Source: an optimization exercise on an open RTL-to-GDS flow (aim: small area). Production flows keep margins and buffers that such runs may drop. RTL that was checked went through simulation tests only; none was proved equivalent to the original.

==> inputs of run E <==
==> flow/design.v (excerpt) <==
module lfsr_memtest #(
    parameter DW = 256,
    parameter AW = 24
) (
    input  wire          clk,
    input  wire          rst,
    input  wire [4:0]    host_cmd,
    input  wire [AW-1:0] host_wdata,
    output reg  [AW-1:0] host_rdata,
    output wire          w_stb,
    output wire [DW-1:0] w_data,
    input  wire          w_ack,
    input  wire          r_stb,
    input  wire [DW-1:0] r_data,
    output wire          r_ack
);
clock: 5.0 ns
lec_check: 0
cap_margin: 20
core_area: 5 5 315 315
die_area: 0 0 320 320
setup_slack_margin: 0.3
slew_margin: 20
synth_hierarchical: 1
standard.sh (not shown) runs the stock make flow with config.mk's settings and CLKGATE_MAP_FILE= SYNTH_SCRIPT=/design/flow/synth_recipe.tcl, a recipe that flattens the netlist after the stock synthesis.
==> flow/flow/run.sh <==
#!/bin/bash
# The standard layout, except that the port buffers are sky130_fd_sc_hd__buf_1
# instead of the buffer buffer_ports picks by default (clkdlybuf4s50_1).
set -euo pipefail
export BUFFER_PORTS_ARGS="-buffer_cell sky130_fd_sc_hd__buf_1"
bash standard.sh > standard_flow.log 2>&1
==> run G (differences from run E) <==
GPL_TIMING_DRIVEN = 0   (was default)
==> qor summary <==
                                                                        run E                     run G
Result of the run                                    timing/DRC/antenna clean  timing/DRC/antenna clean
Crit path arrival time                                                5.03 ns                   4.89 ns
Layout clock buffers                                                       17                        18
Post-CTS resize count                                                       9                        69
Transition time of the tightest slew-check pin                       0.990 ns                   1.17 ns
Area of combinational cells with multiple inputs                   0.0113 mm²                0.0117 mm²
Non-filler cells, final                                                 3,650                     3,625
Final standard cell area without fillers                           0.0191 mm²                0.0193 mm²
DRT Wirelength                                                      81,800 µm                 80,600 µm
Met1 Track Usage GR                                                     0.209                     0.207
Worst setup startpoint                                           u_rgen.p[21]              u_rgen.p[25]
Largest net degree at the start of global routing                          58                        65
Master of the slowest instance on the critical path  sky130_fd_sc_hd__xnor2_1  sky130_fd_sc_hd__dfxtp_2
Detail Route met2 WL                                                35,500 µm                 35,200 µm

* * *

==> inputs of 04-06 <==
Another version of the RTL of lfsr_memtest (not shown whole).
==> flow/design.v (excerpt) <==
module lfsr_memtest #(
    parameter DW = 256,
    parameter AW = 24
) (
    input  wire          clk,
    input  wire          rst,
    input  wire [4:0]    host_cmd,
    input  wire [AW-1:0] host_wdata,
    output reg  [AW-1:0] host_rdata,
    output wire          w_stb,
    output wire [DW-1:0] w_data,
    input  wire          w_ack,
    input  wire          r_stb,
    input  wire [DW-1:0] r_data,
    output wire          r_ack
);
==> module lfsr_gen, before the edit <==
module lfsr_gen #(
    parameter DW   = 256,
    parameter READ = 0         
) (
    input  wire          clk,
    input  wire          rst,     
    input  wire          ce,      
    output wire [DW-1:0] o        
);
    localparam NS = 31;
    localparam [NS-1:0] PSTAR = READ ? 31'h44afec36 : 31'h6737e0ab;
    reg  [NS-1:0] p;
    reg           z;
    always @(posedge clk) begin
        if (rst) begin
            p <= PSTAR;
            z <= 1'b1;
        end else if (ce) begin
            p <= o[NS-1:0];
            z <= 1'b0;
        end
    end
    generate
        if (READ) begin : g_r
            lfsr_word_r u_word (.p(p), .z(z), .o(o));
        end else begin : g_w
            lfsr_word_w u_word (.p(p), .z(z), .o(o));
        end
    endgenerate
endmodule
==> module lfsr_memtest, before the edit <==
module lfsr_memtest #(
    parameter DW = 256,
    parameter AW = 24
) (
    input  wire          clk,
    input  wire          rst,
    input  wire [4:0]    host_cmd,
    input  wire [AW-1:0] host_wdata,
    output reg  [AW-1:0] host_rdata,
    output wire          w_stb,
    output wire [DW-1:0] w_data,
    input  wire          w_ack,
    input  wire          r_stb,
    input  wire [DW-1:0] r_data,
    output wire          r_ack
);
    localparam [15:0] MAGIC = 16'h361f;
    localparam [2:0] IDX_MAGIC   = 3'd0;
    localparam [2:0] IDX_W_RESET = 3'd1;
    localparam [2:0] IDX_W_SHOOT = 3'd2;
    localparam [2:0] IDX_LENGTH  = 3'd3;
    localparam [2:0] IDX_R_RESET = 3'd4;
    localparam [2:0] IDX_ERRORS  = 3'd5;
    wire       cmd_en  = host_cmd[4];
    wire       cmd_we  = host_cmd[3];
    wire [2:0] cmd_idx = host_cmd[2:0];
    wire       cmd_wr  = cmd_en & cmd_we;
    wire       cmd_rd  = cmd_en & ~cmd_we;
    reg [AW-1:0] length;
    reg [AW-1:0] err_count;
    reg          p_w_reset;    
    reg          p_w_shoot;
    reg          p_r_reset;
    always @(posedge clk) begin
        if (rst) begin
            length    <= {AW{1'b0}};
            p_w_reset <= 1'b0;
            p_w_shoot <= 1'b0;
            p_r_reset <= 1'b0;
        end else begin
            if (cmd_wr && cmd_idx == IDX_LENGTH)
                length <= host_wdata;
            p_w_reset <= cmd_wr && cmd_idx == IDX_W_RESET;
            p_w_shoot <= cmd_wr && cmd_idx == IDX_W_SHOOT;
            p_r_reset <= cmd_wr && cmd_idx == IDX_R_RESET;
        end
    end
    always @* begin
        host_rdata = {AW{1'b0}};
        if (cmd_rd) begin
            case (cmd_idx)
                IDX_MAGIC:  host_rdata = MAGIC;
                IDX_LENGTH: host_rdata = length;
                IDX_ERRORS: host_rdata = err_count;
                default:    host_rdata = {AW{1'b0}};
            endcase
        end
    end
    genvar i;
    reg  [AW-1:0] remaining;
    reg           armed;
    wire [AW-1:0] rem_next;
    wire [AW:0]   rem_low0;    
    wire          w_ce = w_stb & w_ack;
    assign w_stb = armed & (remaining != {AW{1'b0}});
    assign rem_low0[0] = 1'b1;
    for (i = 0; i < AW; i = i + 1) begin : g_rem
        assign rem_low0[i+1] = rem_low0[i] & ~remaining[i];
        memtest_load_dec u_bit (
            .q    (remaining[i]),
            .low0 (rem_low0[i]),
            .dec  (w_ce),
            .load (p_w_shoot),
            .len  (length[i]),
            .d    (rem_next[i])
        );
    end
    always @(posedge clk) begin
        if (rst)
            armed <= 1'b0;
        else if (p_w_shoot)
            armed <= 1'b1;
        remaining <= rem_next;
    end
    lfsr_gen #(.DW(DW), .READ(0)) u_wgen (
        .clk (clk),
        .rst (rst | p_w_reset),
        .ce  (w_ce),
        .o   (w_data)
    );
    wire [DW-1:0] expected;
    wire          differ;
    wire          err_clr = rst | p_r_reset;
    wire          err_inc = r_stb & differ;
    wire [AW-1:0] err_next;
    wire [AW:0]   err_low1;    
    assign r_ack = 1'b1;
    memtest_differ #(.DW(DW)) u_cmp (
        .a (r_data),
        .b (expected),
        .y (differ)
    );
    assign err_low1[0] = 1'b1;
    for (i = 0; i < AW; i = i + 1) begin : g_err
        assign err_low1[i+1] = err_low1[i] & err_count[i];
        memtest_clr_inc u_bit (
            .q    (err_count[i]),
            .low1 (err_low1[i]),
            .inc  (err_inc),
            .clr  (err_clr),
            .d    (err_next[i])
        );
    end
    always @(posedge clk)
        err_count <= err_next;
    lfsr_gen #(.DW(DW), .READ(1)) u_rgen (
        .clk (clk),
        .rst (rst | p_r_reset),
        .ce  (r_stb),
        .o   (expected)
    );
endmodule
==> module memtest_load_dec, before the edit <==
module memtest_load_dec (
    input  wire q,
    input  wire low0,    
    input  wire dec,
    input  wire load,
    input  wire len,
    output wire d        
);
    wire flip_n, q_next;
    memtest_nand2 u_f (.a(dec), .b(low0), .y(flip_n));
    memtest_xnor2 u_x (.a(q), .b(flip_n), .y(q_next));
    memtest_mux2  u_m (.s(load), .a1(len), .a0(q_next), .y(d));
endmodule
==> module memtest_mux2, before the edit <==
module memtest_mux2 (input wire s, input wire a1, input wire a0, output wire y);
    assign y = s ? a1 : a0;
endmodule
clock: 5.0 ns
lec_check: 0
cap_margin: 20
core_area: 5 5 315 315
die_area: 0 0 320 320
setup_slack_margin: 0.3
slew_margin: 20
synth_hierarchical: 1
Scripts as last shown in full above: flow/flow/run.sh
==> 09-18 (differences from 04-06) <==
--- a/flow/design.v
+++ b/flow/design.v
@@ -11,15 +11,23 @@
     localparam [NS-1:0] PSTAR = READ ? 31'h44afec36 : 31'h6737e0ab;
     reg  [NS-1:0] p;
     reg           z;
-    always @(posedge clk) begin
-        if (rst) begin
-            p <= PSTAR;
-            z <= 1'b1;
-        end else if (ce) begin
-            p <= o[NS-1:0];
-            z <= 1'b0;
+    wire [NS-1:0] p_next;    
+    wire          rst_n;
+    genvar i;
+    lfsr_inv u_rst_n (.a(rst), .y(rst_n));
+    for (i = 0; i < NS; i = i + 1) begin : g_p
+        wire hold_n;       
+        lfsr_mux2i u_m (.s(ce), .a1(o[i]), .a0(p[i]), .y(hold_n));
+        if (PSTAR[i]) begin : g_1
+            lfsr_nand u_r (.a(hold_n), .b(rst_n), .y(p_next[i]));
+        end else begin : g_0
+            lfsr_nor  u_r (.a(hold_n), .b(rst), .y(p_next[i]));
         end
     end
+    always @(posedge clk) begin
+        p <= p_next;
+        z <= rst | (z & ~ce);
+    end
     generate
         if (READ) begin : g_r
             lfsr_word_r u_word (.p(p), .z(z), .o(o));
@@ -674,6 +682,15 @@
 module lfsr_nor (input wire a, input wire b, output wire y);
     assign y = ~(a | b);
 endmodule
+module lfsr_nand (input wire a, input wire b, output wire y);
+    assign y = ~(a & b);
+endmodule
+module lfsr_inv (input wire a, output wire y);
+    assign y = ~a;
+endmodule
+module lfsr_mux2i (input wire s, input wire a1, input wire a0, output wire y);
+    assign y = ~(s ? a1 : a0);
+endmodule
 module lfsr_memtest #(
     parameter DW = 256,
     parameter AW = 24
@@ -733,22 +750,25 @@
         end
     end
     genvar i;
-    reg  [AW-1:0] remaining;
+    reg  [AW-1:0] rem_n;
     reg           armed;
-    wire [AW-1:0] rem_next;
+    wire [AW-1:0] rem_n_next;
     wire [AW:0]   rem_low0;    
     wire          w_ce = w_stb & w_ack;
-    assign w_stb = armed & (remaining != {AW{1'b0}});
+    assign w_stb = armed & ~(&rem_n);
     assign rem_low0[0] = 1'b1;
+    assign rem_low0[1] = rem_n[0];
+    for (i = 1; i < AW; i = i + 1) begin : g_rem_low0
+        memtest_and2 u_a (.a(rem_low0[i]), .b(rem_n[i]), .y(rem_low0[i+1]));
+    end
     for (i = 0; i < AW; i = i + 1) begin : g_rem
-        assign rem_low0[i+1] = rem_low0[i] & ~remaining[i];
         memtest_load_dec u_bit (
-            .q    (remaining[i]),
+            .q_n  (rem_n[i]),
             .low0 (rem_low0[i]),
             .dec  (w_ce),
             .load (p_w_shoot),
             .len  (length[i]),
-            .d    (rem_next[i])
+            .d_n  (rem_n_next[i])
         );
     end
     always @(posedge clk) begin
@@ -756,7 +776,7 @@
             armed <= 1'b0;
         else if (p_w_shoot)
             armed <= 1'b1;
-        remaining <= rem_next;
+        rem_n <= rem_n_next;
     end
     lfsr_gen #(.DW(DW), .READ(0)) u_wgen (
         .clk (clk),
@@ -777,8 +797,11 @@
         .y (differ)
     );
     assign err_low1[0] = 1'b1;
+    assign err_low1[1] = err_count[0];
+    for (i = 1; i < AW; i = i + 1) begin : g_err_low1
+        memtest_and2 u_a (.a(err_low1[i]), .b(err_count[i]), .y(err_low1[i+1]));
+    end
     for (i = 0; i < AW; i = i + 1) begin : g_err
-        assign err_low1[i+1] = err_low1[i] & err_count[i];
         memtest_clr_inc u_bit (
             .q    (err_count[i]),
             .low1 (err_low1[i]),
@@ -797,17 +820,17 @@
     );
 endmodule
 module memtest_load_dec (
-    input  wire q,
+    input  wire q_n,
     input  wire low0,    
     input  wire dec,
     input  wire load,
     input  wire len,
-    output wire d        
+    output wire d_n      
 );
     wire flip_n, q_next;
-    memtest_nand2 u_f (.a(dec), .b(low0), .y(flip_n));
-    memtest_xnor2 u_x (.a(q), .b(flip_n), .y(q_next));
-    memtest_mux2  u_m (.s(load), .a1(len), .a0(q_next), .y(d));
+    memtest_nand2  u_f (.a(dec), .b(low0), .y(flip_n));
+    memtest_xor2   u_x (.a(q_n), .b(flip_n), .y(q_next));
+    memtest_mux2i  u_m (.s(load), .a1(len), .a0(q_next), .y(d_n));
 endmodule
 module memtest_clr_inc (
     input  wire q,
@@ -824,6 +847,9 @@
 module memtest_nand2 (input wire a, input wire b, output wire y);
     assign y = ~(a & b);
 endmodule
+module memtest_and2 (input wire a, input wire b, output wire y);
+    assign y = a & b;
+endmodule
 module memtest_nor2 (input wire a, input wire b, output wire y);
     assign y = ~(a | b);
 endmodule
@@ -833,8 +859,8 @@
 module memtest_xnor2 (input wire a, input wire b, output wire y);
     assign y = ~(a ^ b);
 endmodule
-module memtest_mux2 (input wire s, input wire a1, input wire a0, output wire y);
-    assign y = s ? a1 : a0;
+module memtest_mux2i (input wire s, input wire a1, input wire a0, output wire y);
+    assign y = ~(s ? a1 : a0);
 endmodule
 module memtest_differ #(
     parameter DW = 256
--- a/flow/flow/run.sh
+++ b/flow/flow/run.sh
@@ -3,4 +3,5 @@
 # instead of the buffer buffer_ports picks by default (clkdlybuf4s50_1).
 set -euo pipefail
 export BUFFER_PORTS_ARGS="-buffer_cell sky130_fd_sc_hd__buf_1"
+export GPL_KEEP_OVERFLOW=0
 bash standard.sh > standard_flow.log 2>&1
--- a/flow/config.mk
+++ b/flow/config.mk
@@ -7,6 +7,9 @@
 export LEC_CHECK = 0
 export CAP_MARGIN = 20
 export CORE_AREA = 5 5 315 315
+export CTS_BUF_LIST = sky130_fd_sc_hd__clkbuf_4 sky130_fd_sc_hd__clkbuf_8
+export CTS_CLUSTER_DIAMETER = 150
+export CTS_CLUSTER_SIZE = 40
 export DIE_AREA = 0 0 320 320
 export SETUP_SLACK_MARGIN = 0.3
 export SLEW_MARGIN = 20
==> run notes <==
- Against 04-06, the cell count of 09-18 is smaller by about 2.7%.
- Critical path depth: 09-18 is lower than 04-06 (1).
- Against 09-18, the synthesized cell count of 04-06 is higher by about 2.4%.
- In sequential cell count, 09-18 and 04-06 do not differ.
==> figures <==
item                                                                                 09-18                    04-06
Fraction of the mapped netlist area in simple logic gates                            15.8%                    16.5%
Portion of the layout cell area used by non-clock buffers                            12.4%                    14.8%
Multi-input gate share of the layout cell area                                       61.3%                    58.5%
Starting density of the core                                                         14.5%                    14.8%
Reg-to-Reg End                                                        err_count[1]$_DFF_P_     err_count[6]$_DFF_P_
Met1 usage                                                                           19.6%                    20.2%
Post-cts resize count                                                                   33                        1
Fraction of synthesized cell area taken by the top area cell type                    43.6%                    41.2%
Via count of the first global-routing pass                                          14,200                   14,300
Status                                                             complete, no violations  complete, no violations
Buffer count excluding the clock tree in the final layout                              576                      651
Multi-input comb cells                                                               1,450                    1,465
No functional check of the RTL was part of any run of this note.

## re-timing with driven ports
How much do the figures lean on ideal ports? The routed layouts below were timed once more, with nothing changed but the port constraints.
Step 1: set_driving_cell puts a clkbuf_16 on clk and a buf_2 on each other input, an assumption about the parent block.
Step 2 times the ports against the registers' clock, not the clock port: input delays grow and output delays shrink by t, the midpoint of the rising clock arrivals with the driver on.
Slacks: ideal ports / drivers / drivers and shift; pairs: ideal ports / drivers.
run	shift t [ns]	setup slack, ns	hold slack, ns	worst setup path after step 2	worst slew at a driven data input, ns
run E	0.526	0.304 / 0.304 / 0.304	0.491 / 0.491 / 0.491	register to register	0.12
run G	0.516	0.447 / 0.447 / 0.447	0.503 / 0.503 / 0.503	register to register	0.12
04-06	0.505	0.615 / 0.579 / 0.615	0.504 / 0.504 / 0.504	register to register	0.12
09-18	0.570	0.327 / 0.327 / 0.327	0.478 / 0.478 / 0.478	register to register	0.21
After both steps every run listed still meets setup and hold.
